Source: an optimization exercise on an open RTL-to-GDS flow (aim: small area, a short achievable clock period and few clock cycles). Production flows keep margins and buffers that such runs may drop.

==> inputs of run F <==
==> flow/design.v (excerpt) <==
module bkosc (
    input  wire        clk,
    input  wire        rst,
    input  wire        cmd_valid,
    output wire        cmd_ready,
    input  wire [31:0] cmd_data,
    output wire        rsp_valid,
    input  wire        rsp_ready,
    output wire [31:0] rsp_data,
    output wire        pls_valid,
    input  wire        pls_ready,
    output wire [2:0]  pls_chan,
    output wire [31:0] pls_time,
    output wire [31:0] pls_delta
);
    localparam OP_SET_ATTR = 4'h1, OP_GET_ATTR = 4'h2, OP_GET_PTR = 4'h4,
               OP_RUN = 4'h5, OP_END = 4'h6, OP_RESET = 4'h7, OP_ATTACH = 4'h8,
               OP_DETACH = 4'h9;
    localparam [2:0] WF_SQUARE = 3'd1, WF_TRIANGLE = 3'd2, WF_NOISE = 3'd3,
                     WF_SAWTOOTH = 3'd4;    
    localparam [2:0] C_ATTR = 3'd6, C_VALUE = 3'd5, C_STATE = 3'd4, C_NCH = 3'd3;
    reg        attached;
    reg [3:0]  nch;
    reg [2:0]  waveform;
    reg [3:0]  duty;
    reg [30:0] period;
    reg [14:0] volume [0:7];
    reg signed [15:0] last [0:7];
    reg [32:0] g_t;         
    reg [4:0]  g_p;         
    reg [14:0] g_l;         
    reg        sl_full;
    reg [1:0]  sl_cnt;
    reg [3:0]  sl_op;
    reg [7:0]  sl_key;
    reg        sl_rsv;
    reg [31:0] sl_w1;
    reg        sl_w2b0;     
    reg        sl_w2hi;     
    localparam [1:0] R_IDLE = 2'd0, R_GEN = 2'd1, R_FIN = 2'd2;
    reg [1:0]  r_st;
    reg        run_rsp;     
    reg        g_tail;
    reg        g_final;
    reg [2:0]  g_ch;
    reg [3:0]  g_k;         
    reg        g_as;        
    reg [14:0] g_am;
  ...
Settings: LEC_CHECK=0, ABC_CLOCK_PERIOD_IN_PS=4000, CAP_MARGIN=20, CORE_MARGIN=2, CORE_UTILIZATION=40, PLACE_DENSITY=0.6, SLEW_MARGIN=20; clock period 15.0 ns.
standard.sh (not shown) runs the stock make flow with config.mk's settings and CLKGATE_MAP_FILE= SYNTH_SCRIPT=/design/flow/synth_recipe.tcl, a recipe that flattens the netlist after the stock synthesis.
==> flow/flow/run.sh <==
#!/bin/bash
# Standard ORFS layout, with timing repair aimed at a setup margin below the clock
# period (the SDC and its 15 ns clock are unchanged).
set -euo pipefail
bash standard.sh SETUP_SLACK_MARGIN=${FLOW_SETUP_MARGIN:-10} finish > standard_flow.log 2>&1
==> run R: changes against run F <==
==> flow/flow/run.sh (replaced) <==
#!/bin/bash
# Standard ORFS layout, with timing repair aimed at a setup margin below the clock
# period (the SDC and its 15 ns clock are unchanged).
set -euo pipefail
bash standard.sh SETUP_SLACK_MARGIN=${FLOW_SETUP_MARGIN:-9} finish > standard_flow.log 2>&1
==> run K: changes against run F <==
--- a/flow/design.v
+++ b/flow/design.v
@@ -63,34 +63,34 @@
     reg [14:0] m_xh, m_yh;   
     reg        m_c15;        
     reg        m_lonz;       
     reg [14:0] vol_cur;      
     reg        o_v;
     reg [2:0]  o_ch;
     reg [31:0] o_t;
     reg [16:0] o_d;
-    reg        s_v;
-    reg [2:0]  s_ch;
-    reg [31:0] s_t;
-    reg [16:0] s_d;
     reg        r_v;
     reg [31:0] r_d;
+    reg        r_two;
+    reg        r_zero;
+    reg [4:0]  r_key;
     reg        q_v;         
-    reg [31:0] q_d;
+    reg [2:0]  q_code;
+    reg        q_two;
+    reg        q_zero;
+    reg [4:0]  q_key;
     assign rsp_valid = r_v;
     assign rsp_data  = r_d;
     assign pls_valid = o_v;
     assign pls_chan  = o_ch;
     assign pls_time  = o_t;
     assign pls_delta = {{15{o_d[16]}}, o_d};
-    wire stall = s_v | (r_v & run_rsp);
-    wire o_load = ~o_v | pls_ready;
-    wire e_two = (sl_op == OP_GET_ATTR) || (sl_op == OP_GET_PTR);
-    wire exec  = sl_full & (r_st == R_IDLE) & ~run_rsp & ~q_v & ~(r_v & e_two);
+    wire stall = (o_v & ~pls_ready) | (r_v & run_rsp);
+    wire exec  = sl_full & (r_st == R_IDLE) & ~run_rsp & ~q_v & ~(r_v & r_two);
     assign cmd_ready = ~sl_full | exec;
     function [1:0] op_words(input [3:0] o);
         case (o)
             4'h1, 4'h3, 4'h8, 4'hA, 4'hB: op_words = 2'd1;
             4'h5, 4'h6: op_words = 2'd2;
             default: op_words = 2'd0;
         endcase
     endfunction
@@ -153,38 +153,36 @@
             4'd3: l_n = s_seq[17:3];
             4'd4: l_n = s_seq[18:4];
             4'd5: l_n = s_seq[19:5];
             4'd6: l_n = s_seq[20:6];
             4'd7: l_n = s_seq[21:7];
             default: l_n = s_seq[22:8];
         endcase
     end
-    reg [3:0] rl [0:8];
-    integer ri;
+    wire [22:0] s_nx;
+    assign s_nx[14:0] = l_n;
+    generate for (gi = 0; gi < 8; gi = gi + 1) begin : g_lnx
+        assign s_nx[15 + gi] = s_nx[gi] ^ s_nx[gi + 1];
+    end endgenerate
+    reg [3:0] nk;
     always @(*) begin
-        for (ri = 0; ri <= 8; ri = ri + 1) begin
-            if      (s_seq[ri + 1] != s_seq[ri]) rl[ri] = 4'd1;
-            else if (s_seq[ri + 2] != s_seq[ri]) rl[ri] = 4'd2;
-            else if (s_seq[ri + 3] != s_seq[ri]) rl[ri] = 4'd3;
-            else if (s_seq[ri + 4] != s_seq[ri]) rl[ri] = 4'd4;
-            else if (s_seq[ri + 5] != s_seq[ri]) rl[ri] = 4'd5;
-            else if (s_seq[ri + 6] != s_seq[ri]) rl[ri] = 4'd6;
-            else if (s_seq[ri + 7] != s_seq[ri]) rl[ri] = 4'd7;
-            else                                 rl[ri] = 4'd8;
-        end
+        if      (s_nx[1] != s_nx[0]) nk = 4'd1;
+        else if (s_nx[2] != s_nx[0]) nk = 4'd2;
+        else if (s_nx[3] != s_nx[0]) nk = 4'd3;
+        else if (s_nx[4] != s_nx[0]) nk = 4'd4;
+        else if (s_nx[5] != s_nx[0]) nk = 4'd5;
+        else if (s_nx[6] != s_nx[0]) nk = 4'd6;
+        else if (s_nx[7] != s_nx[0]) nk = 4'd7;
+        else                         nk = 4'd8;
     end
-    wire [3:0] nk = (k_eff > 4'd8) ? 4'd8 : rl[k_eff];
-    wire       sq_lo  = (g_p[3:0] < duty);
-    wire [3:0] sq_k   = (k_eff == 4'd0) ? (sq_lo ? (duty - g_p[3:0]) : (4'd0 - g_p[3:0]))
-                                        : (sq_lo ? (4'd0 - duty) : duty);
     reg [3:0] k_n;
     always @(*) begin
         case (waveform)
-            WF_SQUARE:   k_n = sq_k;
+            WF_SQUARE:   k_n = (p_n[3:0] < duty) ? (duty - p_n[3:0]) : (4'd0 - p_n[3:0]);
             WF_TRIANGLE: k_n = (p_n[3:0] == 4'hf) ? 4'd2 : 4'd1;
             WF_NOISE:    k_n = nk;
             default:     k_n = 4'd1;
         endcase
     end
     reg        as_n;
     reg [14:0] am_n;
     wire [3:0] tri_i = p_n[4] ? ~p_n[3:0] : p_n[3:0];
@@ -614,26 +612,26 @@
     wire [29:0] mm_x = {1'b0, mm_n364, mm_n362, mm_n360, mm_n358, mm_n356, mm_n354, mm_n352, mm_n350, mm_n348, mm_n346, mm_n344, mm_n342, mm_n340, mm_n338, mm_n336, mm_n334, mm_n332, mm_n330, mm_n328, mm_n326, mm_n324, mm_n322, mm_n320, mm_n318, mm_n316, mm_n314, mm_n313, (mm_a[0] & mm_b[1]), (mm_a[0] & mm_b[0])};
     wire [29:0] mm_y = {1'b0, (mm_a[14] & mm_b[14]), mm_n363, mm_n361, mm_n359, mm_n357, mm_n355, mm_n353, mm_n351, mm_n349, mm_n347, mm_n345, mm_n343, mm_n341, mm_n339, mm_n337, mm_n335, mm_n333, mm_n331, mm_n329, mm_n327, mm_n325, mm_n323, mm_n321, mm_n319, mm_n317, mm_n315, (mm_a[2] & mm_b[0]), (mm_a[1] & mm_b[0]), 1'b0};
     wire [15:0] prod_lo = {1'b0, mm_x[14:0]} + {1'b0, mm_y[14:0]};
     wire [14:0] m_hi    = m_xh + m_yh + {14'd0, m_c15};
     wire [15:0] m_level = m_s ? (~{1'b0, m_hi} + {15'd0, ~m_lonz}) : {1'b0, m_hi};
     wire [16:0] m_delta = {m_level[15], m_level} - {last[m_ch][15], last[m_ch]};
     reg [31:0] get_val;
     always @(*) begin
-        case ({key[4], key[3:0]})
+        case (r_key)
             5'h01: get_val = {29'd0, waveform};
             5'h02: get_val = {28'd0, duty};
             5'h03: get_val = {1'b0, period};
             5'h04: get_val = {27'd0, g_p};
             5'h05: get_val = {26'd0, pc};
             5'h06: get_val = {17'd0, volume[0]};
             5'h07: get_val = {31'd0, attached};
             5'h08: get_val = {28'd0, nch};
-            default: get_val = {17'd0, volume[key[2:0]]};
+            default: get_val = {17'd0, volume[r_key[2:0]]};
         endcase
     end
     wire [12:0] adj_hi = (r_st == R_IDLE) ? {sl_w2b0, sl_w1[31:20]} : end_r[32:20];
     wire [12:0] t_adj  = g_t[32:20] - adj_hi;
     wire fin_eff = (r_st == R_GEN) ? g_final : (nch == 4'd1);
     reg [2:0] e_code;
     reg       e_resp;
     always @(*) begin
@@ -650,38 +648,35 @@
                     if (attached && time_ok && has_steps) e_resp = 1'b0;
                 end
                 OP_RESET: e_code = 3'd0;
                 OP_ATTACH: e_code = attached ? C_STATE : (val < 1 || val > 8) ? C_NCH : 3'd0;
                 default: e_code = attached ? 3'd0 : C_STATE;
             endcase
         end
     end
+    wire       e_two  = (op == OP_GET_ATTR) || (op == OP_GET_PTR);
     wire       e_zero = hdr_bad || (op != OP_GET_ATTR) || !get_key_ok;
     wire [31:0] e_word = {{29{e_code != 3'd0}}, e_code};
-    wire        take   = r_v & rsp_ready;
-    wire        run_w  = run_rsp & no_more & ~m_v & ~s_v & o_load;
-    wire        w_one  = (exec & e_resp) | run_w;
-    wire        w_two  = exec & e_two;
-    wire [31:0] w1_d   = exec ? e_word : 32'd0;
-    wire [31:0] w2_d   = e_zero ? 32'd0 : get_val;
+    wire [31:0] q_word = {{29{q_code != 3'd0}}, q_code};
+    wire       head_free = ~r_v | (rsp_ready & ~r_two);
     wire no_more = (r_st != R_GEN) | (g_final & g_tail);
     integer i;
     always @(posedge clk) begin
         if (rst) begin
             sl_full  <= 1'b0;
             sl_cnt   <= 2'd0;
             r_st     <= R_IDLE;
             run_rsp  <= 1'b0;
             g_tail   <= 1'b0;
             g_ch     <= 3'd0;
             m_v      <= 1'b0;
             o_v      <= 1'b0;
-            s_v      <= 1'b0;
             r_v      <= 1'b0;
+            r_two    <= 1'b0;
             q_v      <= 1'b0;
             attached <= 1'b0;
             nch      <= 4'd0;
             waveform <= WF_SQUARE;
             duty     <= 4'd4;
             period   <= 31'h100000;
             g_t      <= 33'd0;
             g_p      <= 5'd0;
@@ -711,56 +706,52 @@
                     default: begin
                         sl_w2b0 <= cmd_data[0];
                         sl_w2hi <= (cmd_data[31:1] != 31'd0);
                         sl_cnt  <= 2'd0;
                         sl_full <= 1'b1;
                     end
                 endcase
             end
-            if (!r_v) begin
-                r_v <= w_one;
-                r_d <= w1_d;
-                q_v <= w_two;
-                q_d <= w2_d;
-            end else if (!q_v) begin
-                if (take) begin
-                    r_v <= w_one;
-                    r_d <= w1_d;
-                end else begin
-                    q_v <= w_one;
-                    q_d <= w1_d;
-                end
-            end else if (take) begin
-                r_d <= q_d;
-                q_v <= 1'b0;
-            end
-            if (run_w) run_rsp <= 1'b0;
-            if (o_load) begin
-                if (s_v) begin
-                    o_v  <= 1'b1;
-                    o_ch <= s_ch;
-                    o_t  <= s_t;
-                    o_d  <= s_d;
-                end else begin
-                    o_v  <= m_v && !stall && (m_delta != 17'd0);
-                    o_ch <= m_ch;
-                    o_t  <= m_t;
-                    o_d  <= m_delta;
-                end
-            end
-            if (s_v) begin
-                if (o_load) s_v <= 1'b0;
-            end else begin
-                s_v  <= m_v && !stall && (m_delta != 17'd0) && !o_load;
-                s_ch <= m_ch;
-                s_t  <= m_t;
-                s_d  <= m_delta;
+            if (r_v && rsp_ready && r_two) begin
+                r_two <= 1'b0;
+                r_d   <= r_zero ? 32'd0 : get_val;
+            end else if (head_free) begin
+                if (q_v) begin
+                    q_v    <= 1'b0;
+                    r_v    <= 1'b1;
+                    r_d    <= q_word;
+                    r_two  <= q_two;
+                    r_zero <= q_zero;
+                    r_key  <= q_key;
+                end else if (exec && e_resp) begin
+                    r_v    <= 1'b1;
+                    r_d    <= e_word;
+                    r_two  <= e_two;
+                    r_zero <= e_zero;
+                    r_key  <= {key[4], key[3:0]};
+                end else if (run_rsp && no_more && !m_v && (!o_v || pls_ready)) begin
+                    run_rsp <= 1'b0;
+                    r_v     <= 1'b1;
+                    r_d     <= 32'd0;
+                    r_two   <= 1'b0;
+                end else
+                    r_v <= 1'b0;
+            end else if (exec && e_resp) begin
+                q_v    <= 1'b1;
+                q_code <= e_code;
+                q_two  <= e_two;
+                q_zero <= e_zero;
+                q_key  <= {key[4], key[3:0]};
             end
             if (!stall) begin
+                o_v  <= m_v && (m_delta != 17'd0);
+                o_ch <= m_ch;
+                o_t  <= m_t;
+                o_d  <= m_delta;
                 if (m_v) last[m_ch] <= m_level;
                 m_v    <= gen_step && !g_tail;
                 m_ch   <= g_ch;
                 m_t    <= g_t[31:0];
                 m_s    <= g_as;
                 m_xh   <= mm_x[29:15];
                 m_yh   <= mm_y[29:15];
                 m_c15  <= prod_lo[15];
==> flow/flow/run.sh (replaced) <==
#!/bin/bash
# Standard ORFS layout, with timing repair aimed at a setup margin below the clock
# period (the SDC and its 15 ns clock are unchanged).
set -euo pipefail
bash standard.sh SETUP_SLACK_MARGIN=${FLOW_SETUP_MARGIN:-11} finish > standard_flow.log 2>&1
==> impl_metrics.ini <==
[run_status]
status = finished clean

[critical_path]
crit_arrival_ns = 6.28
path_depth = 27
r2r_slack_ns = 9.15
cp_num_buf_inv = 4

[place]
dp_slack_ns = 8.24
place_hpwl_microns = 134000

[cells_and_area]
nNonClkBuffers = 451
final_util_pct = 47.2

[routing]
dr.pass1.iters = 8

[yosys]
yosys.area_share.simple_pct = 13.8
syn_nets = 6242

[power_and_ir_drop]
p_seq_share_pct = 33.7

[global_routing]
met2_usage_pct = 38.8

[die]
start_util_pct = 40.2
the above is filed under run F

==> impl_metrics.ini <==
[run]
maxCapViolCount = 2

[critical_path]
path_depth = 29
cp_num_buf_inv = 5

[yosys]
syn_nets = 5967

[cells_and_area]
final_util_pct = 53.2
nNonClkBuffers = 720

[die]
start_util_pct = 40.4

[place]
dp_slack_ns = 7.88

[run_status]
status = complete, but fails checks
check.faults = max-capacitance violations, max-slew violations

[timing]
slew_violations = 16
the above is filed under run K

==> impl_metrics.ini <==
[yosys]
yosys.area_share.simple_pct = 13.8
syn_nets = 6242

[cells_and_area]
final_util_pct = 45.3
fin_nets = 6304
nNonClkBuffers = 291

[routing]
dr.pass1.iters = 6

[run_status]
status = finished clean

[power_and_ir_drop]
p_seq_share_pct = 36.1

[place]
place_hpwl_microns = 133000
dp_slack_ns = 8.19

[global_routing]
met2_usage_pct = 37.4

[critical_path]
cp_num_buf_inv = 1
path_depth = 5
r2r_slack_ns = 9.20

[die]
die_area_sq_um = 151000
the above is filed under run R

No run of this note included a check of the RTL's function; only the layout flow was run.

[separate check: timing with driven ports]
The flow's constraints put no driver on any port. The routed layouts listed below were extracted and timed again, unchanged, in two steps.
Step 1 assumes that a clkbuf_16 drives the clock port and a buf_2 every other input.
Step 2 adds t to the input delays and takes it off the output delays; t is the mean of the earliest and latest rising clock arrival at the registers after step 1. Input paths then give back, and output paths get back, about the clock's delay inside the block.
Three values: ideal ports, drivers, drivers and shift; two values: the first two.
run	shift t [ns]	slack for setup (ns)	pins driven straight from the clock port
run F	0.797	9.153 / 9.153 / 9.153	1
run R	0.778	9.044 / 8.974 / 8.504	1
run K	0.795	8.789 / 8.789 / 8.789	1
For run R, which loses most, drivers alone change the setup slack by -0.070 ns; drivers and shift together by -0.540 ns.
